Context: an optimization exercise on an open-source flow, tuned for small area, a short achievable clock period and few clock cycles. The choices shown serve that exercise and are no tape-out recipe. At most, simulation tests tie the RTL to the original design; equivalence was not proved. The RTL of runs 1, 4 and 5 was laid out without a check of its function. No activity file was given, so power comes from the tool's default toggle rates.

## design.v

```verilog
module godmr_core (
    input  wire        clk,
    input  wire        rst,           
    input  wire        req_valid,
    input  wire        req_write,
    input  wire [1:0]  req_size,      
    input  wire [11:0] req_addr,
    input  wire [31:0] req_wdata,
    output reg         resp_valid,
    output reg         resp_err,
    output reg  [31:0] resp_rdata,
    output wire [15:0] qr_code,       
    input  wire        qr_ok          
);
    reg [2:0]   status_err;
    reg [8:0]   crc9;
    reg [15:0]  crc16;
    reg [31:0]  crc32;
    reg [15:0]  sync_hi;
    reg [31:0]  sync_lo;
    reg [15:0]  emb_code;
    reg [7:0]   emb_len;
    reg [3:0]   emb_cc;
    reg [1:0]   emb_lcss;
    reg         emb_valid;
    reg [15:0]  wlen;
    reg [7:0]   b0 [0:52];
    reg [7:0]   b1 [0:52];
    reg [16:0]  wp;      
    reg [16:0]  fp;      
    function integer region;
        input integer k;
        begin
            if (k < 4)       region = 0;
            else if (k < 5)  region = 1;
            else if (k < 8)  region = 2;
            else if (k < 11) region = 3;
            else if (k < 12) region = 4;
            else if (k < 15) region = 5;
            else if (k < 16) region = 6;
            else if (k < 20) region = 7;
            else             region = 8 + (k - 20) / 4;
        end
    endfunction
    function integer flane;
        input integer k;
        begin
            case (k)
                4:  flane = 0;                
                8:  flane = 2;                
                9:  flane = 1;
                10: flane = 0;
                11: flane = 3;                
                12: flane = 2;
                13: flane = 1;
                14: flane = 0;
                default: flane = 3 - (k % 4);
            endcase
        end
    endfunction
    assign qr_code = emb_code;
    wire [9:0] word = req_addr[11:2];
    wire size_ok = (req_size == 2'd2) && (req_addr[1:0] == 2'b00);
    reg mapped, ro, wo;
    always @* begin
        mapped = 1'b1;
        ro     = 1'b0;
        wo     = 1'b0;
        case (word)
            10'h000:                          wo = 1'b1;
            10'h001, 10'h004, 10'h005, 10'h006,
            10'h00B, 10'h017:                 ro = 1'b1;
            10'h008, 10'h009, 10'h00A,
            10'h010, 10'h011, 10'h012, 10'h013,
            10'h014, 10'h015, 10'h016, 10'h018: ;
            default: begin
                if (word >= 10'h020 && word <= 10'h028)      ;
                else if (word >= 10'h040 && word <= 10'h04D) ;
                else mapped = 1'b0;
            end
        endcase
    end
    wire bus_error = !size_ok || !mapped || (req_write && ro) || (!req_write && wo);
    wire wr_ok = req_valid && req_write && size_ok && (word[9:7] == 3'd0);
    wire is_cmd = wr_ok && (word[6:0] == 7'h00);
    wire [7:0] opc  = req_wdata[31:24];
    wire [7:0] dat  = req_wdata[23:16];
    wire [7:0] cnt  = req_wdata[15:8];
    wire [7:0] rsvd = req_wdata[7:0];
    wire z_rsvd = (rsvd == 8'd0);
    wire z_dat  = (dat == 8'd0);
    wire z_cnt  = (cnt == 8'd0);
    wire cnt_1_8 = (cnt[7:4] == 4'd0) && (cnt[3] ? (cnt[2:0] == 3'd0) : (cnt[2:0] != 3'd0));
    wire cnt_gt8 = (cnt[7:4] != 4'd0) || (cnt[3] && (cnt[2:0] != 3'd0));
    wire o_01 = (opc == 8'h01), o_02 = (opc == 8'h02), o_03 = (opc == 8'h03);
    wire o_11 = (opc == 8'h11), o_12 = (opc == 8'h12), o_13 = (opc == 8'h13);
    wire o_21 = (opc == 8'h21), o_22 = (opc == 8'h22), o_23 = (opc == 8'h23);
    wire o_31 = (opc == 8'h31), o_32 = (opc == 8'h32);
    wire o_41 = (opc == 8'h41), o_42 = (opc == 8'h42);
    wire zz = z_rsvd && z_dat && z_cnt;
    wire l_c9i  = o_01 && zz;
    wire l_c9u  = o_02 && z_rsvd && cnt_1_8;
    wire l_c9f  = o_03 && z_rsvd && z_dat;
    wire l_c16i = o_11 && zz;
    wire l_c16u = o_12 && z_rsvd && z_cnt;
    wire l_c16f = o_13 && zz;
    wire l_c32i = o_21 && zz;
    wire l_c32u = o_22 && z_rsvd && z_cnt;
    wire l_c32f = o_23 && zz;
    wire l_ext  = o_31 && zz;
    wire l_parse = o_32 && zz;
    wire l_enc  = o_41 && zz;
    wire l_dec  = o_42 && zz;
    wire legal  = l_c9i | l_c9u | l_c9f | l_c16i | l_c16u | l_c16f | l_c32i |
                  l_c32u | l_c32f | l_ext | l_parse | l_enc | l_dec;
    wire long_op = is_cmd && ((l_c9f && cnt_gt8) || l_c16f || l_c32f);
    wire w_emb = wr_ok && (word[6:0] == 7'h0A);
    wire c_ext = is_cmd && l_ext;
    always @(posedge clk) begin
        if (rst) begin
            emb_len  <= 8'd0;
            emb_code <= 16'd0;
        end else if (w_emb) begin
            emb_len  <= req_wdata[31:24];
            emb_code <= req_wdata[15:0];
        end else if (c_ext) begin
            emb_len  <= 8'd16;
            emb_code <= {sync_hi[15:8], sync_lo[7:0]};
        end
    end
    wire [6:0] ra = word[6:0];
    wire r_s  = ~ra[6] & ~ra[5] & ~ra[4];           
    wire r_f  = ~ra[6] & ~ra[5] &  ra[4];           
    wire r_p  = ~ra[6] &  ra[5];                    
    wire r_w  =  ra[6];                             
    wire [3:0] ri = ra[3:0];
    reg [16:0] rs_f, rs_w;
    integer m;
    always @* begin
        rs_f = 17'd0;
        rs_w = 17'd0;
        if (r_f) begin
            case (ri)
                4'h0: rs_f[0] = 1'b1;
                4'h1: rs_f[1] = 1'b1;
                4'h2: rs_f[2] = 1'b1;
                4'h3: rs_f[3] = 1'b1;
                4'h4: rs_f[5:4] = 2'b11;
                4'h5: rs_f[6] = 1'b1;
                4'h6: rs_f[7] = 1'b1;
                default: ;
            endcase
        end
        if (r_p)
            for (m = 0; m < 9; m = m + 1)
                if (ri == m) rs_f[8 + m] = 1'b1;
        if (r_w) begin
            case (ri)
                4'h0: rs_w[0] = 1'b1;
                4'h1: rs_w[2:1] = 2'b11;
                4'h2: rs_w[4:3] = 2'b11;
                4'h3: rs_w[6:5] = 2'b11;
                4'h4: rs_w[7] = 1'b1;
                default: for (m = 5; m < 14; m = m + 1)
                             if (ri == m) rs_w[m + 3] = 1'b1;
            endcase
        end
    end
    wire [16:0] s0  = (rs_f & ~fp) | (rs_w & ~wp);
    wire [16:0] s1  = (rs_f &  fp) | (rs_w &  wp);
    wire [16:0] sf0 = rs_f & ~fp, sf1 = rs_f & fp;
    wire [16:0] sw0 = rs_w & ~wp, sw1 = rs_w & wp;
    wire [7:0] flags = fp[6] ? b1[15] : b0[15];
    wire [1:0] view_slot = {1'b0, flags[0]} + 2'd1;
    wire [31:0] f_view = {16'd0, flags[7:4], 2'b00, flags[3:2], 3'b000,
                          flags[1], 2'b00, view_slot};
    reg [31:0] rd_lo, rd_hi;
    integer q;
    always @* begin
        rd_lo = 32'd0;
        rd_hi = 32'd0;
        for (q = 0; q < 20; q = q + 1) begin
            if (flane(q) == 3 - (q % 4)) begin
                rd_lo[8*(3 - (q % 4)) +: 8] = rd_lo[8*(3 - (q % 4)) +: 8] |
                    ({8{s0[region(q)]}} & b0[q]) | ({8{s1[region(q)]}} & b1[q]);
            end else begin
                rd_lo[8*flane(q) +: 8] = rd_lo[8*flane(q) +: 8] |
                    ({8{sf0[region(q)]}} & b0[q]) | ({8{sf1[region(q)]}} & b1[q]);
                rd_lo[8*(3 - (q % 4)) +: 8] = rd_lo[8*(3 - (q % 4)) +: 8] |
                    ({8{sw0[region(q)]}} & b0[q]) | ({8{sw1[region(q)]}} & b1[q]);
            end
        end
        for (q = 20; q < 53; q = q + 1)
            rd_hi[8*(3 - (q % 4)) +: 8] = rd_hi[8*(3 - (q % 4)) +: 8] |
                ({8{s0[region(q)]}} & b0[q]) | ({8{s1[region(q)]}} & b1[q]);
    end
    reg [31:0] rd_reg;
    always @* begin
        rd_reg = 32'd0;
        if (r_s) begin
            case (ri)
                4'h1: rd_reg = {29'd0, status_err};
                4'h4: rd_reg = {23'd0, crc9};
                4'h5: rd_reg = {16'd0, crc16};
                4'h6: rd_reg = crc32;
                4'h8: rd_reg = {16'd0, sync_hi};
                4'h9: rd_reg = sync_lo;
                4'hA: rd_reg = {emb_len, 8'd0, emb_code};
                4'hB: rd_reg = {23'd0, emb_valid, 2'b00, emb_lcss, emb_cc};
                default: rd_reg = 32'd0;
            endcase
        end
        if (r_f && ri == 4'h7) rd_reg = f_view;
        if (r_f && ri == 4'h8) rd_reg = {16'd0, wlen};
    end
    reg [31:0] rd_a, rd_b;
    always @(posedge clk) begin
        rd_a <= rd_lo | rd_reg;
        rd_b <= rd_hi;
    end
    always @* resp_rdata = rd_a | rd_b;
    reg        q_w;           
    reg [6:0]  q_word;
    reg [31:0] q_wd;
    reg        q_cmd;         
    reg        q_ill;         
    reg        q_c9i, q_c9u, q_c9f, q_c16i, q_c16u, q_c16f, q_c32i, q_c32u, q_c32f;
    reg        q_parse, q_enc, q_dec;
    always @(posedge clk) begin
        q_wd    <= req_wdata;
        q_word  <= word[6:0];
        q_w     <= wr_ok && !rst;
        q_cmd   <= is_cmd && !rst;
        q_ill   <= !legal;
        q_c9i   <= is_cmd && l_c9i;
        q_c9u   <= is_cmd && l_c9u;
        q_c9f   <= is_cmd && l_c9f;
        q_c16i  <= is_cmd && l_c16i;
        q_c16u  <= is_cmd && l_c16u;
        q_c16f  <= is_cmd && l_c16f;
        q_c32i  <= is_cmd && l_c32i;
        q_c32u  <= is_cmd && l_c32u;
        q_c32f  <= is_cmd && l_c32f;
        q_parse <= is_cmd && l_parse;
        q_enc   <= is_cmd && l_enc;
        q_dec   <= is_cmd && l_dec;
    end
    wire [7:0] q_dat = q_wd[23:16];
    wire [7:0] q_cnt = q_wd[15:8];
    wire dec_ok = q_dec && (wlen == 16'd53);
    wire [31:0] wd = q_wd & {32{~rst}};
    wire is_f = q_w && (q_word[6:4] == 3'b001);      
    wire is_p = q_w && (q_word[6:4] == 3'b010);      
    wire is_w = q_w && (q_word[6:4] == 3'b100);      
    wire [3:0] wi = q_word[3:0];
    reg [16:0] wr_f, wr_w;
    integer j;
    always @* begin
        wr_f = 17'd0;
        wr_w = 17'd0;
        if (is_f) begin
            case (wi)
                4'h0: wr_f[0] = 1'b1;
                4'h1: wr_f[1] = 1'b1;
                4'h2: wr_f[2] = 1'b1;
                4'h3: wr_f[3] = 1'b1;
                4'h4: wr_f[5:4] = 2'b11;
                4'h5: wr_f[6] = 1'b1;
                4'h6: wr_f[7] = 1'b1;
                default: ;
            endcase
        end
        if (is_p)
            for (j = 0; j < 9; j = j + 1)
                if (wi == j) wr_f[8 + j] = 1'b1;
        if (is_w) begin
            case (wi)
                4'h0: wr_w[0] = 1'b1;
                4'h1: wr_w[2:1] = 2'b11;
                4'h2: wr_w[4:3] = 2'b11;
                4'h3: wr_w[6:5] = 2'b11;
                4'h4: wr_w[7] = 1'b1;
                default: for (j = 5; j < 14; j = j + 1)
                             if (wi == j) wr_w[j + 3] = 1'b1;
            endcase
        end
    end
    wire [16:0] en0 = {17{rst}} | (wr_f & wp) | (wr_w & fp);
    wire [16:0] en1 = {17{rst}} | (wr_f & ~wp) | (wr_w & ~fp);
    genvar k;
    generate
        for (k = 0; k < 53; k = k + 1) begin : g_byte
            localparam integer R  = region(k);
            localparam integer FL = flane(k);
            localparam integer WL = 3 - (k % 4);
            wire [7:0] lane = (FL == WL) ? wd[8*WL +: 8] :
                              (q_word[6] ? wd[8*WL +: 8] : wd[8*FL +: 8]);
            always @(posedge clk) begin
                if (en0[R]) b0[k] <= lane;
                if (en1[R]) b1[k] <= lane;
            end
        end
    endgenerate
    always @(posedge clk) begin
        if (rst) begin
            wp <= 17'd0;
            fp <= 17'd0;
        end else begin
            fp <= (wr_f & ~wp) | (~wr_f & (dec_ok ? wp : fp));
            wp <= (wr_w & ~fp) | (~wr_w & (q_enc ? fp : wp));
        end
    end
    always @(posedge clk) begin
        if (rst || (q_w && q_word == 7'h08)) sync_hi <= wd[15:0];
        if (rst || (q_w && q_word == 7'h09)) sync_lo <= wd;
        if (rst || (q_w && q_word == 7'h18)) wlen    <= wd[15:0];
        else if (q_enc)                       wlen    <= 16'd53;
    end
    function [8:0] crc9_steps;
        input [8:0] c;
        input [7:0] d;
        input [3:0] n;
        integer i;
        reg [8:0] x;
        begin
            x = c;
            crc9_steps = c;
            for (i = 0; i < 8; i = i + 1) begin
                x = {x[7:0], d[7 - i]} ^ (x[8] ? 9'h059 : 9'h000);
                if (n == i + 1) crc9_steps = x;
            end
        end
    endfunction
    function [15:0] crc16_8;
        input [15:0] c;
        input [7:0] d;
        integer i;
        reg [15:0] x;
        begin
            x = c;
            for (i = 0; i < 8; i = i + 1)
                x = {x[14:0], d[7 - i]} ^ (x[15] ? 16'h1021 : 16'h0000);
            crc16_8 = x;
        end
    endfunction
    function [31:0] crc32_8;
        input [31:0] c;
        input [7:0] d;
        integer i;
        reg [31:0] x;
        begin
            x = c;
            for (i = 0; i < 8; i = i + 1)
                x = {x[30:0], d[7 - i]} ^ (x[31] ? 32'h04C11DB7 : 32'h00000000);
            crc32_8 = x;
        end
    endfunction
    reg        busy;       
    reg        hold;       
    reg [1:0]  eng;        
    reg [7:0]  rem;        
    wire [3:0] n_first = q_cnt[7:4] != 4'd0 ? 4'd8 : (q_cnt[3] ? 4'd8 : {1'b0, q_cnt[2:0]});
    wire [3:0] n_busy  = rem[7:4] != 4'd0 ? 4'd8 : (rem[3] ? 4'd8 : {1'b0, rem[2:0]});
    wire [3:0] n9      = busy ? n_busy : n_first;
    wire [8:0]  crc9_nx  = crc9_steps(crc9, q_c9u ? q_dat : 8'd0, n9);
    wire [15:0] crc16_nx = crc16_8(crc16, q_c16u ? q_dat : 8'd0);
    wire [31:0] crc32_nx = crc32_8(crc32, q_c32u ? q_dat : 8'd0);
    wire step9  = (busy && eng == 2'd0) || q_c9u || q_c9f;
    wire step16 = (busy && eng == 2'd1) || q_c16u || q_c16f;
    wire step32 = (busy && eng == 2'd2) || q_c32u || q_c32f;
    wire c9_long = q_c9f && (q_cnt > 8'd8);
    always @(posedge clk) begin
        if (rst) begin
            resp_valid <= 1'b0;
            resp_err   <= 1'b0;
            busy       <= 1'b0;
            hold       <= 1'b0;
            eng        <= 2'd0;
            rem        <= 8'd0;
            status_err <= 3'd0;
            crc9       <= 9'd0;
            crc16      <= 16'd0;
            crc32      <= 32'd0;
            emb_cc     <= 4'd0;
            emb_lcss   <= 2'd0;
            emb_valid  <= 1'b0;
        end else begin
            resp_valid <= req_valid && !long_op;
            if (req_valid) begin
                resp_err <= bus_error;
                hold     <= long_op;
            end
            if (q_c9i)       crc9  <= 9'd0;
            else if (step9)  crc9  <= crc9_nx;
            if (q_c16i)      crc16 <= 16'd0;
            else if (step16) crc16 <= crc16_nx;
            if (q_c32i)      crc32 <= 32'd0;
            else if (step32) crc32 <= crc32_nx;
            if (busy) begin
                rem <= rem - 8'd8;
                if (rem <= 8'd8)
                    busy <= 1'b0;
                if (hold && rem <= 8'd16) begin
                    hold       <= 1'b0;
                    resp_valid <= 1'b1;
                    resp_err   <= 1'b0;
                end
            end
            if (c9_long || q_c16f || q_c32f) begin
                busy <= 1'b1;
                eng  <= q_c9f ? 2'd0 : (q_c16f ? 2'd1 : 2'd2);
                rem  <= q_c9f ? q_cnt - 8'd8 : (q_c16f ? 8'd8 : 8'd24);
                if (c9_long ? (q_cnt <= 8'd16) : q_c16f) begin
                    hold       <= 1'b0;
                    resp_valid <= 1'b1;
                    resp_err   <= 1'b0;
                end
            end
            if (q_cmd) begin
                if (q_ill)
                    status_err <= 3'd4;
                else if (q_dec && !dec_ok)
                    status_err <= 3'd1;
                else if (q_parse && emb_len != 8'd16)
                    status_err <= 3'd1;
                else if (q_parse && !qr_ok)
                    status_err <= 3'd2;
                else if (q_parse && emb_code[11])
                    status_err <= 3'd3;
                else
                    status_err <= 3'd0;
            end
            if (q_parse) begin
                if (emb_len != 8'd16 || !qr_ok || emb_code[11]) begin
                    {emb_valid, emb_lcss, emb_cc} <= 7'd0;
                end else begin
                    emb_cc    <= emb_code[15:12];
                    emb_lcss  <= emb_code[10:9];
                    emb_valid <= 1'b1;
                end
            end
        end
    end
endmodule
```

## run.sh

```bash
#!/bin/bash
# synth_recipe.tcl (not shown) runs the flow's synth.tcl, then flattens the netlist and writes it again
# the make line also repeats each setting of config.mk as NAME=value (left out here)
make -C /OpenROAD-flow-scripts/flow DESIGN_CONFIG=/design/flow/config.mk WORK_HOME=/design/flow/orfs CLKGATE_MAP_FILE= SYNTH_SCRIPT=/design/flow/synth_recipe.tcl finish
```

## config.mk

```make
export PLATFORM = sky130hd
export DESIGN_NAME = godmr_core
export DESIGN_NICKNAME = godmr_core
export VERILOG_FILES = /design/flow/design.v
export SDC_FILE = /design/flow/constraint.sdc
export NUM_CORES = 4
export LEC_CHECK = 0
export CAP_MARGIN = 20
export CORE_MARGIN = 2
export CORE_UTILIZATION = 40
export PLACE_DENSITY = 0.6
export SETUP_SLACK_MARGIN = 2.75
export SLEW_MARGIN = 20
```

## constraint.sdc

```tcl
create_clock -name core_clock -period 5.0 [get_ports {clk}]
set_input_delay 1.0000 -clock core_clock [delete_from_list [all_inputs] [get_ports {clk}]]
set_output_delay 1.0000 -clock core_clock [all_outputs]
set_load 0.01 [all_outputs]
```

==> summary.txt, run 1 <==
outcome=complete, no violations; number of synthesized register bits=1169; RSZ-0062 raised after global routing=yes; Core Footprint=0.120 mm^2; critical path required time=5.59 ns; Hold-fix buffers, CTS=0; VDD IR max=0.309 mV; Avg Vias per Cell=6.46; DR DRC count=0; final instance area=0.0633 mm^2; LEAKAGE=22.0 nW; Layout Skew=0.0468 ns; Power per Cell Area=349 mW/mm^2; Initial DRC Count=6719; setup TNS=0 ns; FFs w/ async S/R, synth=0%; Post-Synthesis Cells=3695; area of the die=0.123 mm^2; GRT Residual Overflow=0; IO Count=101; Layout fillers=9837; gr usage total=30.4%; placed insts=5275; worst relative slew slack=23.2%; Non-Filler Instances=5916; critical path endpoint category=flip-flop; Via Count=38200; final worst path period share=50.7%; Syn. warnings=3; final hold violations=0; Post-Syn Nets=3751; die width=351 um; Hold Path Class=reg2reg; total CTS buffers=119; Root Driver=clkbuf_16; CP arrival=3.13 ns; crit start category=input pin; Starting Density=40.3%; mapped cell area=0.0482 mm^2; Die H=351 um; fin crit period=2.54 ns; Final Max Slew Viols=0; number of synthesized flops with an enable pin=912; Fmax achieved=0.394 GHz; CTS H-tree depth=3; first-pass GRT wire length=266000 um; CP Max Fanout=6; Synth cell types=92; Detailed Place HPWL=113000 um; post-layout util=52.9%; maxcap violations=0; Clock Pin Slew Worst Setup and Hold Paths=0.07 ns; leading cell type in the layout, fill and taps excluded=edfxtp_1; number of global-route vias before repair=34600; Layout area overhead=31.3%; Worst-Skew Late Latency=0.75 ns; routability congestion estimate=0.981; Worst Tran Pin Value=1.15 ns; DR WL/cell=33.1 um; total wire length=196000 um; number of cells on the worst reg-to-reg path=5; Main synth FF type=edfxtp_1; net count reported at finish=4253; Syn Area/Cell=13.1 um^2; 1st-pass router iterations=7; register area share after synthesis=67.4%; final setup fails=0; Detail Route Antenna Nets=0; antenna violations before repair=7; clock buffer depth=3; largest net degree at the start of global routing=80; critical path type=in2reg; hold depth=2; CTS tree=built; fraction of layout instances using a drive strength above 1=30.6%; IO Port Bufs=100; Rows=127; most frequent cells in the layout=edfxtp_1 (912), buf_4 (303), o21ai_0 (243); placed cell area=0.0522 mm^2; clock sink count=1169
-- sequential cells by signal, indices dropped and copies added (netlist names), 32 cells and up, named ones only --
register	count
b0	424
rd_a	32
crc32	32
b1	424
sync_lo	32
rd_b	32
q_wd	32
-- final cells by class --
| cell class | count | area [um^2] | area share, % |
|---|---|---|---|
| clock inverters | 64 | 712 | 1.12 |
| repair buffers | 603 | 6800 | 10.7 |
| multi-input cells | 2251 | 17600 | 27.7 |
| repair inverters | 4 | 27.5 | 0.0435 |
| clock buffers | 163 | 3290 | 5.20 |
| inverters | 49 | 219 | 0.346 |
| well taps | 1612 | 2020 | 3.18 |
| flip-flops and latches | 1169 | 32700 | 51.6 |
| diodes | 1 | 2.50 | 0.00395 |
-- report_power, final --
group          switching, mW  total, mW  internal, mW  leakage (nW)
combinational          0.998       1.60         0.602          8.85
sequential             0.256       11.4          11.1          11.3
clock                   3.92       9.16          5.24          1.93
-- metrics by stage --
stage          hold slack (ns)  worst slack [ns]  total power [mW]
2_1_floorplan            0.430              2.33              12.0
3_3_place_gp             0.442             0.435              12.7
3_5_place_dp             0.452             0.477              12.7
4_1_cts                  0.465              2.48              22.0
5_1_grt                  0.450              2.40              22.6
6_report                 0.457              2.46              22.1
-- metal layers --
| layer | GRT usage, % | vias to the layer above | wire, um |
|---|---|---|---|
| met3 | 7.14 | 568 | 26800 |
| met1 | 42.6 | 19100 | 73500 |
| met4 | 12.9 | 16 | 10700 |
| li1 | - | 15500 | - |
| met2 | 45.3 | 3001 | 84500 |
| met5 | 0 | - | 113 |
-- cell families (layout without fill, tap and decap cells) --
group | after synthesis | count (layout) | synth area share, %
AOI/OAI and AO/OA | 981 | 994 | 13.9
muxes | 131 | 131 | 2.80
buffers and inverters | 303 | 883 | 2.60
DFF | 1169 | 1169 | 67.4
adders and majority gates | 5 | 5 | 0.130
and+or+nand+nor | 963 | 978 | 10.4
other | 0 | 1 | 0
xor gates and xnor gates | 143 | 143 | 2.67
-- worst max-delay path: stages --
cell and delay (ns):
buf_16 0.12, buf_8 0.12, and4bb_4 0.23, a222oi_1 0.87
a21oi_2 0.20, a2111oi_4 0.43, nand3_1 0.15
-- cell usage after synthesis (49+ instances only) --
master,count,area [um^2]
a211oi_1,85,638
a21oi_1,117,586
a222oi_1,78,781
a22o_1,49,429
a22oi_1,141,1060
buf_2,66,330
clkbuf_1,167,627
dfxtp_1,257,5140
edfxtp_1,912,27400
mux2i_1,99,991
nand2_1,224,841
nand3_1,91,455
nand4_1,71,444
nor2_1,214,803
nor3_1,72,360
o21ai_0,284,1420
o22ai_1,54,338
xnor2_1,96,841
-- worst paths after layout --
| kind | to | slack, ns | from |
|---|---|---|---|
| setup reg to reg | rd_a[7] | 2.58 | flip-flop |
| hold / removal | rd_b[1] | 0.46 | b0[23][1] |
| setup / recovery | rd_a[13] | 2.46 | req_addr[2] |
| hold reg to reg | rd_b[1] | 0.46 | b0[23][1] |
-- timing repair --
action,CTS,global route
gates cloned,44,12
pin swaps,155,166
gates resized for setup,804,247
endpoints found under the setup margin,1098,831
buffers inserted,213,144
==> run 2, diff against run 1 <==
--- a/design.v
+++ b/design.v
@@ -174,25 +174,21 @@
     wire [1:0] view_slot = {1'b0, flags[0]} + 2'd1;
     wire [31:0] f_view = {16'd0, flags[7:4], 2'b00, flags[3:2], 3'b000,
                           flags[1], 2'b00, view_slot};
-    reg [31:0] rd_lo, rd_hi;
+    reg [31:0] rd_frame;
     integer q;
     always @* begin
-        rd_lo = 32'd0;
-        rd_hi = 32'd0;
-        for (q = 0; q < 20; q = q + 1) begin
+        rd_frame = 32'd0;
+        for (q = 0; q < 53; q = q + 1) begin
             if (flane(q) == 3 - (q % 4)) begin
-                rd_lo[8*(3 - (q % 4)) +: 8] = rd_lo[8*(3 - (q % 4)) +: 8] |
+                rd_frame[8*(3 - (q % 4)) +: 8] = rd_frame[8*(3 - (q % 4)) +: 8] |
                     ({8{s0[region(q)]}} & b0[q]) | ({8{s1[region(q)]}} & b1[q]);
             end else begin
-                rd_lo[8*flane(q) +: 8] = rd_lo[8*flane(q) +: 8] |
+                rd_frame[8*flane(q) +: 8] = rd_frame[8*flane(q) +: 8] |
                     ({8{sf0[region(q)]}} & b0[q]) | ({8{sf1[region(q)]}} & b1[q]);
-                rd_lo[8*(3 - (q % 4)) +: 8] = rd_lo[8*(3 - (q % 4)) +: 8] |
+                rd_frame[8*(3 - (q % 4)) +: 8] = rd_frame[8*(3 - (q % 4)) +: 8] |
                     ({8{sw0[region(q)]}} & b0[q]) | ({8{sw1[region(q)]}} & b1[q]);
             end
         end
-        for (q = 20; q < 53; q = q + 1)
-            rd_hi[8*(3 - (q % 4)) +: 8] = rd_hi[8*(3 - (q % 4)) +: 8] |
-                ({8{s0[region(q)]}} & b0[q]) | ({8{s1[region(q)]}} & b1[q]);
     end
     reg [31:0] rd_reg;
     always @* begin
@@ -213,12 +209,7 @@
         if (r_f && ri == 4'h7) rd_reg = f_view;
         if (r_f && ri == 4'h8) rd_reg = {16'd0, wlen};
     end
-    reg [31:0] rd_a, rd_b;
-    always @(posedge clk) begin
-        rd_a <= rd_lo | rd_reg;
-        rd_b <= rd_hi;
-    end
-    always @* resp_rdata = rd_a | rd_b;
+    always @(posedge clk) resp_rdata <= rd_frame | rd_reg;
     reg        q_w;           
     reg [6:0]  q_word;
     reg [31:0] q_wd;
--- a/config.mk
+++ b/config.mk
@@ -9,5 +9,5 @@
 export CORE_MARGIN = 2
 export CORE_UTILIZATION = 40
 export PLACE_DENSITY = 0.6
-export SETUP_SLACK_MARGIN = 2.75
+export SETUP_SLACK_MARGIN = 2.6
 export SLEW_MARGIN = 20
==> run 2 against run 1 <==
  * Die area decreased by 3.8%
  * Largest power group unchanged
  * Highest routed layer unchanged
  * Clock skew fell by 0.012 ns
  * Clock power is 2.8% lower
  * Synthesized area decreased by 3.8%
  * Non-clock buffer count down 127
  * Critical endpoint is now resp_rdata[25]
  * First-iteration DRC count shrank 13%
  * Synthesized cell count down 8.2%
  * Critical path depth grew 3
  * Worst hold slack hardly changed
  * Register-to-register slack worse by 0.14 ns
==> summary.txt, run 2 <==
Layout Skew=0.0344 ns; GRT Residual Overflow=0; critical path endpoint category=flip-flop; critical path type=in2reg; final hold violations=0; Reg area=0.0320 mm^2; FFs w/ async S/R, synth=0%; Post-Syn Nets=3449; critical path required time=5.57 ns; number of synthesized flops with an enable pin=912; largest net degree at the start of global routing=124; VDD IR max=0.268 mV; clock share of power=41.5%; Syn Area/Cell=13.7 um^2; Layout area overhead=27.0%; clock sink count=1137; Post-Synthesis Cells=3393; gr usage total=30.4%; fin crit period=2.67 ns; Psw=5.01 mW; Comb power frac=6.1%; CTS tree=built; adder-cell share of the synthesized area=0.135%; IO Count=101; Synth cell types=88; top cells by area, synth=edfxtp_1 (59%), dfxtp_1 (9.7%), a22oi_1 (4.0%); maxcap violations=0; Sw Ratio=23.4%; dpl ws=0.321 ns; crit start category=input pin; Final Total Pwr=21.5 mW; first-pass GRT wire length=254000 um; simple-gate area share of the yosys netlist=8.59%; multi-input logic area=0.0157 mm^2; Rows=124; final worst path period share=53.3%; leading cell type in the layout, fill and taps excluded=edfxtp_1; total CTS buffers=113; Detail Route Antenna Nets=0; Fmax achieved=0.375 GHz; Root Driver=clkbuf_16; number of synthesized register bits=1137; register area share after synthesis=68.8%; Hold-fix buffers, CTS=0; top post-synthesis cells by count=edfxtp_1 (912), nand2_1 (253), a22oi_1 (249), dfxtp_1 (225), nor2_1 (203); number of global-route vias before repair=32300; outcome=complete, no violations; crit path cell chain=buf_12, buf_12, nor4bb_4, buf_4, buf_6, a222oi_1, o21ai_1, buf_4, a221oi_2, nand4_1; XOR/XNOR share of the synthesized area=2.69%; CP Max Fanout=7; CP arrival=3.24 ns; fraction of layout instances using a drive strength above 1=26.7%; Syn. warnings=3; Avg Vias per Cell=6.48; number of cells on the worst reg-to-reg path=7; area of the die=0.119 mm^2; Die H=345 um; most frequent cells in the layout=edfxtp_1 (912), buf_4 (237), nand2_1 (227); final setup fails=0; Detailed Place HPWL=114000 um; LEAKAGE=20.0 nW; Worst-Skew Late Latency=0.74 ns; Worst Tran Pin Value=1.17 ns; Main synth FF type=edfxtp_1; clock buffer depth=3; Power per Cell Area=364 mW/mm^2; Starting Density=40.5%; 1st-pass router iterations=9; Via Count=34900; mapped cell area=0.0464 mm^2; total wire length=187000 um; setup TNS=0 ns; final hold slack=0.457 ns; IO Port Bufs=100; net count reported at finish=3823; RSZ-0062 raised after global routing=yes; slowest stage delay, CP=0.74 ns; routability congestion estimate=0.967; Synth Area in Compound Gates=14.7%; antenna violations before repair=8; Layout fillers=9432; CTS H-tree depth=3; die width=345 um; DR WL/cell=34.7 um; Clock Pin Slew Worst Setup and Hold Paths=0.07 ns; Seq pwr share=52.4%; largest family of logic cells by synthesized area=compound AO/OA/AOI/OAI gates; Yosys top cell area share=59.0%; Core Footprint=0.115 mm^2; hold depth=1; mux share of post-synthesis cell area=2.42%; Initial DRC Count=5849; most numerous cell in the Yosys netlist=edfxtp_1; post-route setup slack=2.33 ns; Hold Path Class=in2reg; worst relative slew slack=21.7%; cell taking the most area after synthesis=edfxtp_1; critical path's slowest cell=a222oi_1; biggest regs=b0 x424, b1 x424; Final Max Slew Viols=0; DR DRC count=0; Internal=16.4 mW
==> run 2: changes by cell type in the layout (fill, tap and decap cells not counted), sizes merged, moves of 29 or more <==
cell / change
nor3: -39
a22oi: +108
or2: -51
dfxtp: -32
a221oi: +51
nand2: +29
o21ai: -197
buf: -168
==> run 2: worst paths after layout <==
kind                                    from        endpoint  slack (ns)
worst max register to register     flip-flop   resp_rdata[4]        2.44
worst min register to register     b1[39][0]   resp_rdata[0]        0.46
worst max-delay path             req_addr[2]  resp_rdata[25]        2.33
worst min-delay path            req_wdata[1]         q_wd[1]        0.46
==> run 2: final cells by class <==
class                           instances  share of cell area, %
Multi-Input combinational cell       1988                   26.6
Timing Repair inverter                  6                 0.0595
Tap cell                             1512                   3.21
Antenna cell                            3                 0.0127
Inverter                               45                  0.327
Clock inverter                         60                   1.24
Sequential cell                      1137                   54.3
Clock buffer                          155                   5.36
Timing Repair Buffer                  476                   8.88
==> run 2: per-stage QoR <==
step / instances / area [um^2] / utilization (%)
2_1_floorplan: 3393 / 47600 / -
6_report: 5382 / 58900 / 51.4
5_1_grt: 5381 / 58900 / 51.4
3_5_place_dp: 4925 / 50700 / 44.3
4_1_cts: 5308 / 57600 / 50.3
3_3_place_gp: 4923 / 50700 / 44.2
==> run 2: cell families (layout without fill, tap and decap cells) <==
kind of cell / after synthesis / in the layout
flip-flops: 1137 / 1137
AND/OR/NAND/NOR: 813 / 819
other: 0 / 3
buffers and inverters: 276 / 742
adder cells (fa/ha/maj): 5 / 5
XOR/XNOR: 139 / 139
AO/OA/AOI/OAI: 914 / 916
multiplexers: 109 / 109
==> run 2: power by group through the flow <==
stage / Sequential [mW] / Combinational [mW] / Clock, mW
2_1_floorplan: 11.3 / 0.507 / 0
3_3_place_gp: 11.4 / 1.11 / 0
3_5_place_dp: 11.4 / 1.12 / 0
4_1_cts: 11.2 / 1.22 / 8.93
5_1_grt: 11.3 / 1.34 / 9.30
6_report: 11.2 / 1.31 / 8.90
==> run 2: metal layers <==
metal | track usage (%) | wire length (um)
met1 | 40.1 | 68600
met2 | 45.8 | 81800
met3 | 7.82 | 23200
met4 | 16.7 | 13200
met5 | 0 | 41
==> run 2: worst max-delay path: cells and delay by family <==
family                 cells  cell delay (ns)
AO/OA/AOI/OAI              3             1.16
buffers and inverters      5             0.77
AND/OR/NAND/NOR            2             0.30
==> run 2: what timing repair did <==
action | 4_1_cts | 5_1_grt
setup endpoints to repair | 860 | 721
resized for setup | 466 | 159
buffers inserted | 151 | 58
cloned | 17 | 13
pin swaps | 116 | 102
Testbench counts of run 2, summed over its fixed seeds: cycles 26,424.
==> run 3, diff against run 2 <==
--- a/design.v
+++ b/design.v
@@ -59,6 +59,9 @@
         end
     endfunction
     assign qr_code = emb_code;
+    reg        q_w;           
+    reg [6:0]  q_word;
+    reg [31:0] q_wd;
     wire [9:0] word = req_addr[11:2];
     wire size_ok = (req_size == 2'd2) && (req_addr[1:0] == 2'b00);
     reg mapped, ro, wo;
@@ -129,10 +132,10 @@
         end
     end
     wire [6:0] ra = word[6:0];
-    wire r_s  = ~ra[6] & ~ra[5] & ~ra[4];           
-    wire r_f  = ~ra[6] & ~ra[5] &  ra[4];           
-    wire r_p  = ~ra[6] &  ra[5];                    
-    wire r_w  =  ra[6];                             
+    wire r_s  = req_valid & ~ra[6] & ~ra[5] & ~ra[4];   
+    wire r_f  = req_valid & ~ra[6] & ~ra[5] &  ra[4];   
+    wire r_p  = req_valid & ~ra[6] &  ra[5];            
+    wire r_w  = req_valid &  ra[6];                     
     wire [3:0] ri = ra[3:0];
     reg [16:0] rs_f, rs_w;
     integer m;
@@ -151,9 +154,7 @@
                 default: ;
             endcase
         end
-        if (r_p)
-            for (m = 0; m < 9; m = m + 1)
-                if (ri == m) rs_f[8 + m] = 1'b1;
+        if (r_p && ri == 4'h8) rs_f[16] = 1'b1;
         if (r_w) begin
             case (ri)
                 4'h0: rs_w[0] = 1'b1;
@@ -161,8 +162,8 @@
                 4'h2: rs_w[4:3] = 2'b11;
                 4'h3: rs_w[6:5] = 2'b11;
                 4'h4: rs_w[7] = 1'b1;
-                default: for (m = 5; m < 14; m = m + 1)
-                             if (ri == m) rs_w[m + 3] = 1'b1;
+                4'hD: rs_w[16] = 1'b1;
+                default: ;
             endcase
         end
     end
@@ -178,7 +179,7 @@
     integer q;
     always @* begin
         rd_frame = 32'd0;
-        for (q = 0; q < 53; q = q + 1) begin
+        for (q = 0; q < 53; q = q + 1) if (q < 20 || q == 52) begin
             if (flane(q) == 3 - (q % 4)) begin
                 rd_frame[8*(3 - (q % 4)) +: 8] = rd_frame[8*(3 - (q % 4)) +: 8] |
                     ({8{s0[region(q)]}} & b0[q]) | ({8{s1[region(q)]}} & b1[q]);
@@ -209,17 +210,80 @@
         if (r_f && ri == 4'h7) rd_reg = f_view;
         if (r_f && ri == 4'h8) rd_reg = {16'd0, wlen};
     end
-    always @(posedge clk) resp_rdata <= rd_frame | rd_reg;
-    reg        q_w;           
-    reg [6:0]  q_word;
-    reg [31:0] q_wd;
+    always @(posedge clk) resp_rdata <= rd_frame | rd_reg | ({32{svc_rd}} & ring_rdata);
+    reg [31:0] rg0 [0:7];
+    reg [31:0] rg1 [0:7];
+    reg [2:0]  pw;         
+    reg [3:0]  pww;        
+    reg [3:0]  clr;        
+    reg        pend;       
+    reg [2:0]  p_idx;      
+    reg        p_view;     
+    reg        p_write;    
+    wire clr_done = (clr == 4'd0);
+    wire rr_f = (word[9:3] == 7'b0000100);                        
+    wire rr_w = (word[9:4] == 6'b000100) && (word[3:0] >= 4'd5) &&
+                (word[3:0] <= 4'd12);                             
+    wire ring_req  = req_valid && size_ok && (rr_f || rr_w);
+    wire hit_now   = ring_req && clr_done &&
+                     (rr_f ? (word[2:0] == pw) : (word[3:0] == pww));
+    wire ring_wait = ring_req && !hit_now;
+    wire hit_pend  = pend && clr_done && (p_idx == pw);
+    wire svc       = hit_now || hit_pend;
+    wire s_write   = hit_now ? req_write : p_write;
+    wire s_view    = hit_now ? rr_w : p_view;
+    wire [31:0] s_data = hit_now ? req_wdata : q_wd;
+    wire svc_rd    = svc && !s_write;
+    wire [7:0] fpr = fp[15:8];
+    wire [7:0] wpr = wp[15:8];
+    wire cfp = fpr[pw];
+    wire cwp = wpr[pw];
+    wire tgt = s_view ? ~cfp : ~cwp;
+    wire wr_r0 = svc && s_write && !tgt;
+    wire wr_r1 = svc && s_write &&  tgt;
+    wire [31:0] ring_rdata = (s_view ? cwp : cfp) ? rg1[7] : rg0[7];
+    wire [16:0] ring_onehot = {1'b0, 8'b1 << pw, 8'b0};
+    wire [16:0] rwf = (svc && s_write && !s_view) ? ring_onehot : 17'd0;
+    wire [16:0] rww = (svc && s_write &&  s_view) ? ring_onehot : 17'd0;
+    wire zero_in = rst || !clr_done;
+    integer g;
+    always @(posedge clk) begin
+        for (g = 1; g < 8; g = g + 1) begin
+            rg0[g] <= rg0[g - 1];
+            rg1[g] <= rg1[g - 1];
+        end
+        rg0[0] <= zero_in ? 32'd0 : (wr_r0 ? s_data : rg0[7]);
+        rg1[0] <= zero_in ? 32'd0 : (wr_r1 ? s_data : rg1[7]);
+    end
+    wire [2:0] pw_nx = pw + 3'd3;
+    always @(posedge clk) begin
+        if (rst) begin
+            pw   <= 3'd0;
+            pww  <= 4'd5;
+            clr  <= 4'd8;
+            pend <= 1'b0;
+        end else begin
+            pw  <= pw_nx;
+            pww <= {1'b0, pw_nx} + 4'd5;
+            if (!clr_done) clr <= clr - 4'd1;
+            if (ring_wait) pend <= 1'b1;
+            else if (hit_pend) pend <= 1'b0;
+        end
+        if (req_valid) begin
+            p_idx   <= rr_f ? word[2:0] : (word[2:0] - 3'd5);
+            p_view  <= rr_w;
+            p_write <= req_write;
+        end
+    end
     reg        q_cmd;         
     reg        q_ill;         
     reg        q_c9i, q_c9u, q_c9f, q_c16i, q_c16u, q_c16f, q_c32i, q_c32u, q_c32f;
     reg        q_parse, q_enc, q_dec;
     always @(posedge clk) begin
-        q_wd    <= req_wdata;
-        q_word  <= word[6:0];
+        if (req_valid) begin
+            q_wd    <= req_wdata;
+            q_word  <= word[6:0];
+        end
         q_w     <= wr_ok && !rst;
         q_cmd   <= is_cmd && !rst;
         q_ill   <= !legal;
@@ -261,9 +325,7 @@
                 default: ;
             endcase
         end
-        if (is_p)
-            for (j = 0; j < 9; j = j + 1)
-                if (wi == j) wr_f[8 + j] = 1'b1;
+        if (is_p && wi == 4'h8) wr_f[16] = 1'b1;
         if (is_w) begin
             case (wi)
                 4'h0: wr_w[0] = 1'b1;
@@ -271,16 +333,19 @@
                 4'h2: wr_w[4:3] = 2'b11;
                 4'h3: wr_w[6:5] = 2'b11;
                 4'h4: wr_w[7] = 1'b1;
-                default: for (j = 5; j < 14; j = j + 1)
-                             if (wi == j) wr_w[j + 3] = 1'b1;
+                4'hD: wr_w[16] = 1'b1;
+                default: ;
             endcase
         end
     end
+    wire [16:0] wf_all = wr_f | rwf;
+    wire [16:0] ww_all = wr_w | rww;
     wire [16:0] en0 = {17{rst}} | (wr_f & wp) | (wr_w & fp);
     wire [16:0] en1 = {17{rst}} | (wr_f & ~wp) | (wr_w & ~fp);
     genvar k;
     generate
         for (k = 0; k < 53; k = k + 1) begin : g_byte
+          if (k < 20 || k == 52) begin : g_static
             localparam integer R  = region(k);
             localparam integer FL = flane(k);
             localparam integer WL = 3 - (k % 4);
@@ -290,6 +355,7 @@
                 if (en0[R]) b0[k] <= lane;
                 if (en1[R]) b1[k] <= lane;
             end
+          end
         end
     endgenerate
     always @(posedge clk) begin
@@ -297,8 +363,8 @@
             wp <= 17'd0;
             fp <= 17'd0;
         end else begin
-            fp <= (wr_f & ~wp) | (~wr_f & (dec_ok ? wp : fp));
-            wp <= (wr_w & ~fp) | (~wr_w & (q_enc ? fp : wp));
+            fp <= (wf_all & ~wp) | (~wf_all & (dec_ok ? wp : fp));
+            wp <= (ww_all & ~fp) | (~ww_all & (q_enc ? fp : wp));
         end
     end
     always @(posedge clk) begin
@@ -376,11 +442,13 @@
             emb_lcss   <= 2'd0;
             emb_valid  <= 1'b0;
         end else begin
-            resp_valid <= req_valid && !long_op;
+            resp_valid <= (req_valid && !long_op && !ring_wait) || hit_pend;
             if (req_valid) begin
                 resp_err <= bus_error;
                 hold     <= long_op;
             end
+            if (hit_pend)
+                resp_err <= 1'b0;
             if (q_c9i)       crc9  <= 9'd0;
             else if (step9)  crc9  <= crc9_nx;
             if (q_c16i)      crc16 <= 16'd0;
==> run 3 against run 2 <==
  * Still clean on timing, DRC and antenna
  * Non-clock buffer count fell by 140
  * Final cell count is 6.4% lower
  * Register-to-register slack worse by 0.29 ns
  * Utilization is 1.5 points lower
  * Die area is 9.9% lower
  * Worst hold slack worse by 0.16 ns
  * Combinational power fell by 9%
  * Global-route usage decreased by 4.9 points
  * Synthesized area shrank 10%
  * Critical endpoint is now resp_rdata[14]
  * Largest cell class unchanged
==> summary.txt, run 3 <==
gr usage total=25.5%; Hold-fix buffers, CTS=0; FFs w/ async S/R, synth=0%; Sw Ratio=23.3%; Core Footprint=0.103 mm^2; Detail Route Antenna Nets=0; critical path endpoint category=flip-flop; worst relative slew slack=21.3%; clock sink count=1154; fraction of layout instances using a drive strength above 1=22.3%; Final Max Slew Viols=0; outcome=complete, no violations; Synth Area in Compound Gates=11.2%; Syn. warnings=5; Avg Vias per Cell=5.73; critical path required time=5.60 ns; critical path type=reg2reg; DR WL/cell=28.0 um; CTS tree=built; post-layout util=49.9%; DR DRC count=0; cell taking the most area after synthesis=dfxtp_1; CP arrival=3.45 ns; Seq pwr share=51.2%; Post-Synthesis Cells=3304; Post-Syn Nets=3372; Yosys top cell area share=34.1%; register area share after synthesis=66.0%; net count reported at finish=3621; final worst path period share=57.0%; final hold violations=0; Via Count=28900; mapped cell area=0.0417 mm^2; RSZ-0062 raised after global routing=yes; Root Driver=clkbuf_16; maxcap violations=0; IO Count=101; Fmax achieved=0.351 GHz; Hold Path Class=reg2reg; most frequent cells in the layout=dfxtp_1 (674), edfxtp_1 (444), nand2_1 (261); crit start category=flip-flop; CTS H-tree depth=3; mux share of post-synthesis cell area=7.95%; Final Total Pwr=20.2 mW; top cells by area, synth=dfxtp_1 (34%), edfxtp_1 (32%), mux2i_1 (5.9%); routability congestion estimate=0.932; Initial DRC Count=3804; Layout Skew=0.0598 ns; number of synthesized register bits=1154; CP Max Fanout=5; placed insts=4682; Synth cell types=96; Main synth FF type=dfxtp_1; leading cell type in the layout, fill and taps excluded=dfxtp_1; fin crit period=2.85 ns; Non-Filler Instances=5035; GRT Residual Overflow=0; largest net degree at the start of global routing=110; LEAKAGE=18.4 nW; 1st-pass router iterations=10; total CTS buffers=111; Psw=4.70 mW; IO Port Bufs=100; number of synthesized flops with an enable pin=444; VDD IR max=0.323 mV; top post-synthesis cells by count=dfxtp_1 (710), edfxtp_1 (444), nand2_1 (277), mux2i_1 (246), nor2_1 (175); total wire length=141000 um; Detailed Place HPWL=89700 um; final setup fails=0; Power per Cell Area=390 mW/mm^2; Clock Pin Slew Worst Setup and Hold Paths=0.07 ns; XOR/XNOR share of the synthesized area=3.30%; simple-gate area share of the yosys netlist=8.32%; largest family of logic cells by synthesized area=compound AO/OA/AOI/OAI gates; Worst Tran Pin Value=1.16 ns; first-pass GRT wire length=198000 um; Syn Area/Cell=12.6 um^2; clock share of power=42.9%; Internal=15.5 mW; Comb power frac=5.9%; most numerous cell in the Yosys netlist=dfxtp_1; biggest regs=rg0 x256, rg1 x256; Rows=118; clock buffer depth=3; number of global-route vias before repair=27400; die width=327 um; Worst-Skew Late Latency=0.74 ns; area of the die=0.107 mm^2; setup TNS=0 ns; Layout area overhead=23.8%; Starting Density=40.3%; antenna violations before repair=4; Die H=327 um; adder-cell share of the synthesized area=0.510%
==> run 3: cell types whose count changed after synthesis, sizes merged, moves of 50 or more <==
| cell | delta |
|---|---|
| a22oi | -190 |
| buf | -51 |
| dfxtp | +485 |
| edfxtp | -468 |
| mux2 | +50 |
| mux2i | +155 |
| nand4 | -55 |
==> run 3: critical path, stage by stage, from the launching register on <==
cell and delay, ns:
dfxtp_2 0.32, inv_2 0.07, ha_4 0.13, or3b_4 0.42
nor4_4 0.24, a31oi_4 0.14, a41oi_4 0.28, mux2i_4 0.30
buf_12 0.17, buf_16 0.15, buf_12 0.15, mux2i_4 0.29
o21ai_1 0.08
==> run 3: per-stage QoR <==
step | instance area [um^2] | setup WS, ns | hold WS (ns)
2_1_floorplan | 42300 | 2.03 | 0.310
3_5_place_dp | 44900 | 0.533 | 0.312
5_1_grt | 51700 | 2.03 | 0.303
6_report | 51700 | 2.15 | 0.294
3_3_place_gp | 44800 | 0.572 | 0.310
4_1_cts | 50900 | 2.18 | 0.302
==> run 3: path summary, 6_finish.rpt <==
kind | startpoint | endpoint | slack, ns | cells past startpoint
max | clr[1] | resp_rdata[14] | 2.15 | 12
min | rg0[0][1] | rg0[1][1] | 0.29 | 0
max reg2reg | clr[1] | resp_rdata[14] | 2.15 | 12
min reg2reg | rg0[0][1] | rg0[1][1] | 0.29 | 0
==> run 3: area by class of cell <==
type | count | area (um^2)
clock inverters | 50 | 437
flip-flops and latches | 1154 | 27600
repair buffers | 336 | 3540
diodes | 3 | 7.51
inverters | 56 | 230
multi-input cells | 1894 | 14700
fillers | 8856 | 51800
well taps | 1380 | 1730
clock buffers | 162 | 3430
==> run 3: metal layers <==
metal	global-route usage, %	wire length (um)	vias to the layer above
met5	0	16	-
li1	-	-	12700
met3	5.35	12700	309
met2	40.2	64000	1439
met4	11.6	7410	2
met1	33.7	56700	14400
==> run 3: logic make-up (layout without fill, tap and decap cells) <==
group                    Yosys count  after routing
flip-flops                      1154           1154
AND/OR/NAND/NOR                  731            734
AO/OA/AOI/OAI                    668            670
multiplexers                     317            318
buffers and inverters            262            604
XOR/XNOR                         155            155
adder cells (fa/ha/maj)           17             17
other                              0              3
==> run 3: power by group through the flow <==
stage | Clock [mW] | Sequential [mW] | Combinational (mW)
floorplan | 0 | 10.5 | 0.527
global placement | 0 | 10.5 | 0.966
detailed placement | 0 | 10.5 | 0.971
CTS | 8.73 | 10.3 | 1.09
global route | 9.14 | 10.4 | 1.24
finish | 8.65 | 10.3 | 1.19
==> run 3: timing repair <==
item / CTS / global route
resized for setup: 431 / 117
endpoints found under the hold margin: 0 / 0
pin swaps: 49 / 36
setup buffers: 86 / 29
cloned: 20 / 3
endpoints found under the setup margin: 599 / 393
Testbench counts of run 3, summed over its fixed seeds: cycles 27,148.
==> run 4, diff against run 3 <==
--- a/design.v
+++ b/design.v
@@ -210,17 +210,19 @@
         if (r_f && ri == 4'h7) rd_reg = f_view;
         if (r_f && ri == 4'h8) rd_reg = {16'd0, wlen};
     end
-    always @(posedge clk) resp_rdata <= rd_frame | rd_reg | ({32{svc_rd}} & ring_rdata);
+    always @(posedge clk) resp_rdata <= rd_frame | rd_reg | ({32{rd_rf}} & ring_f) |
+                                        ({32{rd_rw}} & ring_w);
     reg [31:0] rg0 [0:7];
     reg [31:0] rg1 [0:7];
     reg [2:0]  pw;         
     reg [3:0]  pww;        
     reg [3:0]  clr;        
+    reg        clr_done;   
     reg        pend;       
+    reg        hit_pend;   
     reg [2:0]  p_idx;      
     reg        p_view;     
     reg        p_write;    
-    wire clr_done = (clr == 4'd0);
     wire rr_f = (word[9:3] == 7'b0000100);                        
     wire rr_w = (word[9:4] == 6'b000100) && (word[3:0] >= 4'd5) &&
                 (word[3:0] <= 4'd12);                             
@@ -228,20 +230,18 @@
     wire hit_now   = ring_req && clr_done &&
                      (rr_f ? (word[2:0] == pw) : (word[3:0] == pww));
     wire ring_wait = ring_req && !hit_now;
-    wire hit_pend  = pend && clr_done && (p_idx == pw);
     wire svc       = hit_now || hit_pend;
     wire s_write   = hit_now ? req_write : p_write;
     wire s_view    = hit_now ? rr_w : p_view;
     wire [31:0] s_data = hit_now ? req_wdata : q_wd;
-    wire svc_rd    = svc && !s_write;
-    wire [7:0] fpr = fp[15:8];
-    wire [7:0] wpr = wp[15:8];
-    wire cfp = fpr[pw];
-    wire cwp = wpr[pw];
+    reg cfp, cwp;
     wire tgt = s_view ? ~cfp : ~cwp;
     wire wr_r0 = svc && s_write && !tgt;
     wire wr_r1 = svc && s_write &&  tgt;
-    wire [31:0] ring_rdata = (s_view ? cwp : cfp) ? rg1[7] : rg0[7];
+    wire [31:0] ring_f = cfp ? rg1[7] : rg0[7];
+    wire [31:0] ring_w = cwp ? rg1[7] : rg0[7];
+    wire rd_rf = (hit_now && !req_write && rr_f) || (hit_pend && !p_write && !p_view);
+    wire rd_rw = (hit_now && !req_write && rr_w) || (hit_pend && !p_write &&  p_view);
     wire [16:0] ring_onehot = {1'b0, 8'b1 << pw, 8'b0};
     wire [16:0] rwf = (svc && s_write && !s_view) ? ring_onehot : 17'd0;
     wire [16:0] rww = (svc && s_write &&  s_view) ? ring_onehot : 17'd0;
@@ -255,22 +255,27 @@
         rg0[0] <= zero_in ? 32'd0 : (wr_r0 ? s_data : rg0[7]);
         rg1[0] <= zero_in ? 32'd0 : (wr_r1 ? s_data : rg1[7]);
     end
-    wire [2:0] pw_nx = pw + 3'd3;
+    wire [2:0] pw_nx    = pw + 3'd3;
+    wire       pend_nx  = ring_wait || (pend && !hit_pend);
+    wire [2:0] p_idx_nx = req_valid ? (rr_f ? word[2:0] : (word[2:0] - 3'd5)) : p_idx;
     always @(posedge clk) begin
         if (rst) begin
-            pw   <= 3'd0;
-            pww  <= 4'd5;
-            clr  <= 4'd8;
-            pend <= 1'b0;
+            pw       <= 3'd0;
+            pww      <= 4'd5;
+            clr      <= 4'd8;
+            clr_done <= 1'b0;
+            pend     <= 1'b0;
+            hit_pend <= 1'b0;
         end else begin
-            pw  <= pw_nx;
-            pww <= {1'b0, pw_nx} + 4'd5;
+            pw       <= pw_nx;
+            pww      <= {1'b0, pw_nx} + 4'd5;
             if (!clr_done) clr <= clr - 4'd1;
-            if (ring_wait) pend <= 1'b1;
-            else if (hit_pend) pend <= 1'b0;
+            clr_done <= (clr <= 4'd1);
+            pend     <= pend_nx;
+            hit_pend <= pend_nx && (clr <= 4'd1) && (p_idx_nx == pw_nx);
         end
         if (req_valid) begin
-            p_idx   <= rr_f ? word[2:0] : (word[2:0] - 3'd5);
+            p_idx   <= p_idx_nx;
             p_view  <= rr_w;
             p_write <= req_write;
         end
@@ -358,13 +363,21 @@
           end
         end
     endgenerate
+    wire [16:0] fp_nx = (wf_all & ~wp) | (~wf_all & (dec_ok ? wp : fp));
+    wire [16:0] wp_nx = (ww_all & ~fp) | (~ww_all & (q_enc ? fp : wp));
+    wire [7:0]  fpr = fp[15:8];
+    wire [7:0]  wpr = wp[15:8];
+    always @(posedge clk) begin
+        cfp <= !rst && (dec_ok ? wpr[pw_nx] : fpr[pw_nx]);
+        cwp <= !rst && (q_enc  ? fpr[pw_nx] : wpr[pw_nx]);
+    end
     always @(posedge clk) begin
         if (rst) begin
             wp <= 17'd0;
             fp <= 17'd0;
         end else begin
-            fp <= (wf_all & ~wp) | (~wf_all & (dec_ok ? wp : fp));
-            wp <= (ww_all & ~fp) | (~ww_all & (q_enc ? fp : wp));
+            fp <= fp_nx;
+            wp <= wp_nx;
         end
     end
     always @(posedge clk) begin
==> run 4 against run 3 <==
  * Sequential share of layout area fell by 3.5 points
  * Via count is 14% higher
  * Routed wire length rose by 19%
  * Worst setup slack better by 0.056 ns
  * Design area increased by 7.4%
  * Die area is 2.6% higher
  * Register-to-register slack better by 0.27 ns
  * Final cell count is 7.6% higher
  * Critical endpoint is now resp_rdata[13]
==> summary.txt, run 4 <==
outcome=complete, no violations; Worst Tran Pin Value=1.28 ns; Fmax achieved=0.358 GHz; final hold violations=0; LEAKAGE=20.1 nW; critical path required time=5.59 ns; cell taking the most area after synthesis=dfxtp_1; Post-Syn Nets=3574; number of synthesized flops with an enable pin=444; IO Port Bufs=100; DR DRC count=0; Detail Route Antenna Nets=0; XOR/XNOR share of the synthesized area=3.23%; CP arrival=3.39 ns; IO Count=101; final worst path period share=55.9%; worst relative slew slack=14.6%; Syn. warnings=5; CTS H-tree depth=3; fraction of layout instances using a drive strength above 1=27.0%; maxcap violations=0; Hold-fix buffers, CTS=0; VDD IR max=0.358 mV; first-pass GRT wire length=228000 um; Main synth FF type=dfxtp_1; post-route setup slack=2.21 ns; Clock Pin Slew Worst Setup and Hold Paths=0.06 ns; Via Count=32800; Die H=331 um; Rows=120; crit start category=input pin; antenna violations before repair=7; total CTS buffers=114; Synth cell types=89; most numerous cell in the Yosys netlist=dfxtp_1; placed cell area=0.0465 mm^2; Core Footprint=0.107 mm^2; net count reported at finish=3979; most frequent cells in the layout=dfxtp_1 (669), edfxtp_1 (444), nand2_1 (307); Root Driver=clkbuf_16; RSZ-0062 raised after global routing=yes; Detailed Place HPWL=107000 um; final instance area=0.0555 mm^2; biggest regs=rg0 x256, rg1 x256; Layout area overhead=29.5%; Yosys top cell area share=33.4%; Hold Path Class=reg2reg; gr usage total=29.0%; dpl ws=0.375 ns; area of the die=0.110 mm^2; number of synthesized register bits=1158; total wire length=167000 um; mapped cell area=0.0428 mm^2; Worst-Skew Late Latency=0.75 ns; Post-Synthesis Cells=3506; Layout Skew=0.0566 ns; FFs w/ async S/R, synth=0%; critical path endpoint category=flip-flop; number of cells on the worst reg-to-reg path=6; adder-cell share of the synthesized area=0.497%; Final Max Slew Viols=0; number of global-route vias before repair=30300; Synth Area in Compound Gates=12.1%; register area share after synthesis=64.5%; CTS tree=built; setup TNS=0 ns; Power per Cell Area=373 mW/mm^2; final setup fails=0; 1st-pass router iterations=8; GRT Residual Overflow=0; largest net degree at the start of global routing=97; DR WL/cell=30.9 um; CP Max Fanout=5; critical path type=in2reg; Layout fillers=9014; fin crit period=2.79 ns; Initial DRC Count=4931; Avg Vias per Cell=6.06; clock sink count=1158; die width=331 um; Starting Density=40.2%; top cells by area, synth=dfxtp_1 (33%), edfxtp_1 (31%), mux2i_1 (5.5%); routability congestion estimate=1.00; hold depth=0; mux share of post-synthesis cell area=7.46%; largest family of logic cells by synthesized area=compound AO/OA/AOI/OAI gates; top post-synthesis cells by count=dfxtp_1 (714), edfxtp_1 (444), nand2_1 (333), mux2i_1 (237), nor2_1 (198); clock buffer depth=3; leading cell type in the layout, fill and taps excluded=dfxtp_1; simple-gate area share of the yosys netlist=9.43%; Syn Area/Cell=12.2 um^2
run 4: cell types whose count changed after synthesis, sizes merged, moves of 12 or more:
cell    change
a22oi      +55
nand2      +55
nand3      +28
nor2       +25
a21oi      -18
a221oi     -16
and3       -16
clkbuf     +16
o21ai      -15
a22o       +12
inv        +12
o221ai     +12
run 4: cell families (layout without fill, tap and decap cells):
logic type	after synthesis	in the layout
other cells	0	3
simple gates	860	864
fa+ha+maj	17	17
mux	306	306
xor+xnor	158	158
flops	1158	1158
buf+inv	290	784
compound gates	717	724
run 4: through the flow:
step | hold slack [ns] | cells | util [%] | power, mW
2_1_floorplan | 0.310 | 3506 | - | 11.0
3_3_place_gp | 0.310 | 4933 | 43.6 | 11.6
3_5_place_dp | 0.312 | 4933 | 43.6 | 11.6
4_1_cts | 0.321 | 5325 | 50.5 | 20.6
5_1_grt | 0.321 | 5415 | 52.0 | 21.2
6_report | 0.304 | 5417 | 52.0 | 20.7
run 4: layout make-up:
type                    instances  area (um^2)  area share (%)
diodes                          3         7.51          0.0135
clock buffers                 165         3450            6.22
clock inverters                51          594            1.07
inverters                      67          288           0.519
multi-input cells            2069        16200            29.3
flip-flops and latches       1158        27700            50.0
well taps                    1403         1760            3.16
repair buffers                501         5410            9.76
run 4: worst paths after layout:
path | startpoint | endpoint | slack, ns
worst max-delay path | req_addr[3] | resp_rdata[13] | 2.21
worst min-delay path | rg0[0][1] | rg0[1][1] | 0.30
worst max register to register | flip-flop | resp_rdata[7] | 2.42
worst min register to register | rg0[0][1] | rg0[1][1] | 0.30
run 4: per-layer routing:
layer	track usage [%]	part of all wire [%]	vias up	wire length (um)
met5	0	0.013	-	21
met1	37.5	37	16100	62200
met2	43.0	42	2331	71000
li1	-	-	13800	-
met4	18.8	8.1	4	13600
met3	7.56	12	593	20500
run 4: power breakdown:
group / switching (mW) / internal [mW] / leakage (nW) / total (mW)
Clock: 3.82 / 5.21 / 1.98 / 9.03
Combinational: 0.813 / 0.431 / 8.01 / 1.24
Sequential: 0.226 / 10.2 / 10.1 / 10.4
Total: 4.86 / 15.8 / 20.1 / 20.7
run 4: what timing repair did:
| item | in CTS | in global routing |
|---|---|---|
| hold endpoints to repair | 0 | 0 |
| endpoints found under the setup margin | 805 | 550 |
| pin swaps | 113 | 101 |
| buffers inserted | 150 | 78 |
| cloned | 26 | 11 |
| gates resized for setup | 592 | 200 |
run 4: critical path, stage by stage:
cell,delay [ns]
buf_12,0.12
buf_8,0.12
ha_4,0.19
and3b_2,0.26
buf_12,0.14
a222oi_1,0.51
o211ai_1,0.32
a221oi_2,0.25
nand3_1,0.09
or3_1,0.37
==> run 5, diff against run 4 <==
--- a/design.v
+++ b/design.v
@@ -233,11 +233,8 @@
     wire svc       = hit_now || hit_pend;
     wire s_write   = hit_now ? req_write : p_write;
     wire s_view    = hit_now ? rr_w : p_view;
-    wire [31:0] s_data = hit_now ? req_wdata : q_wd;
     reg cfp, cwp;
     wire tgt = s_view ? ~cfp : ~cwp;
-    wire wr_r0 = svc && s_write && !tgt;
-    wire wr_r1 = svc && s_write &&  tgt;
     wire [31:0] ring_f = cfp ? rg1[7] : rg0[7];
     wire [31:0] ring_w = cwp ? rg1[7] : rg0[7];
     wire rd_rf = (hit_now && !req_write && rr_f) || (hit_pend && !p_write && !p_view);
@@ -245,15 +242,25 @@
     wire [16:0] ring_onehot = {1'b0, 8'b1 << pw, 8'b0};
     wire [16:0] rwf = (svc && s_write && !s_view) ? ring_onehot : 17'd0;
     wire [16:0] rww = (svc && s_write &&  s_view) ? ring_onehot : 17'd0;
+    reg w_go, w_b1;
+    always @(posedge clk) begin
+        w_go <= !rst && svc && s_write;
+        w_b1 <= tgt;
+    end
     wire zero_in = rst || !clr_done;
+    wire [31:0] wdz = q_wd & {32{~zero_in}};
+    wire we0 = zero_in || (w_go && !w_b1);
+    wire we1 = zero_in || (w_go &&  w_b1);
     integer g;
     always @(posedge clk) begin
-        for (g = 1; g < 8; g = g + 1) begin
+        rg0[0] <= rg0[7];
+        rg1[0] <= rg1[7];
+        rg0[1] <= we0 ? wdz : rg0[0];
+        rg1[1] <= we1 ? wdz : rg1[0];
+        for (g = 2; g < 8; g = g + 1) begin
             rg0[g] <= rg0[g - 1];
             rg1[g] <= rg1[g - 1];
         end
-        rg0[0] <= zero_in ? 32'd0 : (wr_r0 ? s_data : rg0[7]);
-        rg1[0] <= zero_in ? 32'd0 : (wr_r1 ? s_data : rg1[7]);
     end
     wire [2:0] pw_nx    = pw + 3'd3;
     wire       pend_nx  = ring_wait || (pend && !hit_pend);
==> run 5 against run 4 <==
  * Still clean
  * Utilization down 0.82 points
  * Via count fell by 8.8%
  * Sequential power barely moved
  * Global-route usage down 2.7 points
  * Routed wire length shrank 14%
  * Maximum frequency down 2.3%
  * Clock-buffer cell count grew 3
==> summary.txt, run 5 <==
outcome=complete, no violations; CP top delay family=compound AO/OA/AOI/OAI gates; top cells by area, synth=dfxtp_1 (34%), edfxtp_1 (32%), mux2i_1 (4.5%); Layout Skew=0.0459 ns; Fmax achieved=0.350 GHz; gr usage total=26.3%; routability congestion estimate=0.993; Detail Route Antenna Nets=0; most frequent cells in the layout=dfxtp_1 (674), edfxtp_1 (444), nand2_1 (259); 1st-pass router iterations=9; Synth Area in Compound Gates=13.5%; largest net degree at the start of global routing=125; dpl ws=0.411 ns; largest family of logic cells by synthesized area=compound AO/OA/AOI/OAI gates; LEAKAGE=18.5 nW; first-pass GRT wire length=204000 um; crit start category=input pin; Worst-Skew Late Latency=0.72 ns; Layout area overhead=27.0%; die width=327 um; placed insts=4739; final hold slack=0.317 ns; Final Max Slew Viols=0; critical path required time=5.59 ns; IO Count=101; mapped cell area=0.0417 mm^2; slowest stage delay, CP=0.91 ns; adder-cell share of the synthesized area=0.510%; Reg area=0.0278 mm^2; number of synthesized flops with an enable pin=444; Clock Pin Slew Worst Setup and Hold Paths=0.07 ns; GRT Residual Overflow=0; CTS tree=built; critical path endpoint category=flip-flop; worst path bufs/invs=4; total wire length=145000 um; placed cell area=0.0451 mm^2; worst relative slew slack=30.4%; total CTS buffers=114; RSZ-0062 raised after global routing=yes; crit path cell chain=buf_6, buf_8, inv_8, ha_4, buf_12, and2_1, a222oi_1, a31oi_1, a2111oi_1, o21ai_1; Initial DRC Count=3906; Power per Cell Area=382 mW/mm^2; number of synthesized register bits=1160; XOR/XNOR share of the synthesized area=3.27%; Syn Area/Cell=12.4 um^2; CTS H-tree depth=3; most numerous cell in the Yosys netlist=dfxtp_1; Worst Tran Pin Value=1.04 ns; VDD IR max=0.350 mV; post-layout util=51.2%; multi-input logic area=0.0153 mm^2; Post-Syn Nets=3433; critical path's slowest cell=a222oi_1; FFs w/ async S/R, synth=0%; Hold Path Class=reg2reg; Starting Density=40.3%; critical path type=in2reg; Synth cell types=84; mux share of post-synthesis cell area=5.45%; Syn. warnings=5; simple-gate area share of the yosys netlist=8.41%; maxcap violations=0; Layout fillers=8760; final instance area=0.0530 mm^2; CP arrival=3.45 ns; CP Max Fanout=5; final hold violations=0; Yosys top cell area share=34.3%; top post-synthesis cells by count=dfxtp_1 (716), edfxtp_1 (444), nand2_1 (271), nor2_1 (219), mux2i_1 (189); Root Driver=clkbuf_16; Rows=118; Avg Vias per Cell=5.81; leading cell type in the layout, fill and taps excluded=dfxtp_1; register area share after synthesis=66.3%; Post-Synthesis Cells=3365; net count reported at finish=3736; DR DRC count=0; area of the die=0.107 mm^2; IO Port Bufs=100; biggest regs=rg0 x256, rg1 x256; Final Total Pwr=20.2 mW; DR WL/cell=28.1 um; post-route setup slack=2.14 ns; clock sink count=1160; Die H=327 um; Core Footprint=0.103 mm^2; fraction of layout instances using a drive strength above 1=24.8%; final setup fails=0; clock buffer depth=3; cell taking the most area after synthesis=dfxtp_1; Detailed Place HPWL=95600 um; antenna violations before repair=5; setup TNS=0 ns; Main synth FF type=dfxtp_1; final worst path period share=57.2%; fin crit period=2.86 ns; Via Count=29900; Non-Filler Instances=5150; number of global-route vias before repair=28400
## run 5: changes by cell type in the layout (fill, tap and decap cells not counted), moves of 17 or more
cell       previous run  this run
buf_4               256       191
buf_12               58        33
a21oi_1              85       110
a221oi_2              9        27
o2111ai_2             1        23
mux2i_1             230       180
nand2_1             307       259
a22o_1               34        61
a22oi_1              88        57
mux2_2               54        26
nor2_1              170       187
## run 5: logic make-up after synthesis
family | Yosys count
adder cells (fa/ha/maj) | 17
multiplexers | 219
buffers and inverters | 280
AO/OA/AOI/OAI | 778
AND/OR/NAND/NOR | 755
XOR/XNOR | 156
flip-flops | 1160
## run 5: per-layer routing
metal | track usage (%) | routed length (um) | vias to the layer above
met3 | 5.01 | 12700 | 385
met4 | 15.3 | 9510 | 2
li1 | - | - | 13100
met1 | 35.1 | 58800 | 14900
met2 | 39.8 | 63600 | 1527
met5 | 0 | 13 | -
## run 5: power by group
| group | total, mW | switching, mW | internal [mW] |
|---|---|---|---|
| registers | 10.4 | 0.213 | 10.2 |
| logic | 1.03 | 0.691 | 0.340 |
| clock network | 8.80 | 3.78 | 5.02 |
| total | 20.2 | 4.69 | 15.6 |
## run 5: worst register-to-register path: stages, from the launching register on
cell and delay (ns):
dfxtp_4 0.57, buf_6 0.32, mux2i_1 0.38, o22ai_1 0.20, a221oi_4 0.31, o21ai_2 0.12, a2111oi_4 0.39, o2111ai_4 0.18
## run 5: repair_timing
item	in CTS	in global routing
hold buffers	0	0
cloned	19	5
setup buffers	134	35
setup endpoints to repair	508	278
gates resized for setup	534	143
pin swaps	104	63
## run 5: final timing paths
| check | start | endpoint | slack [ns] | cells past startpoint |
|---|---|---|---|---|
| worst min register to register | rg1[2][28] | rg1[3][28] | 0.32 | 0 |
| worst min-delay path | rg1[2][28] | rg1[3][28] | 0.32 | 0 |
| worst max-delay path | req_addr[2] | resp_rdata[8] | 2.14 | 10 |
| worst max register to register | flip-flop | resp_rdata[4] | 2.38 | 7 |
## run 5: area by class of cell
class                   instances  area share (%)
inverters                      65           0.496
multi-input cells            1937            28.8
flip-flops and latches       1160            52.4
clock buffers                 168            6.61
diodes                          2         0.00944
well taps                    1380            3.26
clock inverters                48           0.871
repair buffers                390            7.57

Check on run 5: ideal ports give 2.142 ns setup slack; a clkbuf_16 on the clock port and buf_2 on the inputs give 2.168 ns; moving port delays by the midpoint clock arrival (0.775 ns) as well gives 1.393 ns.
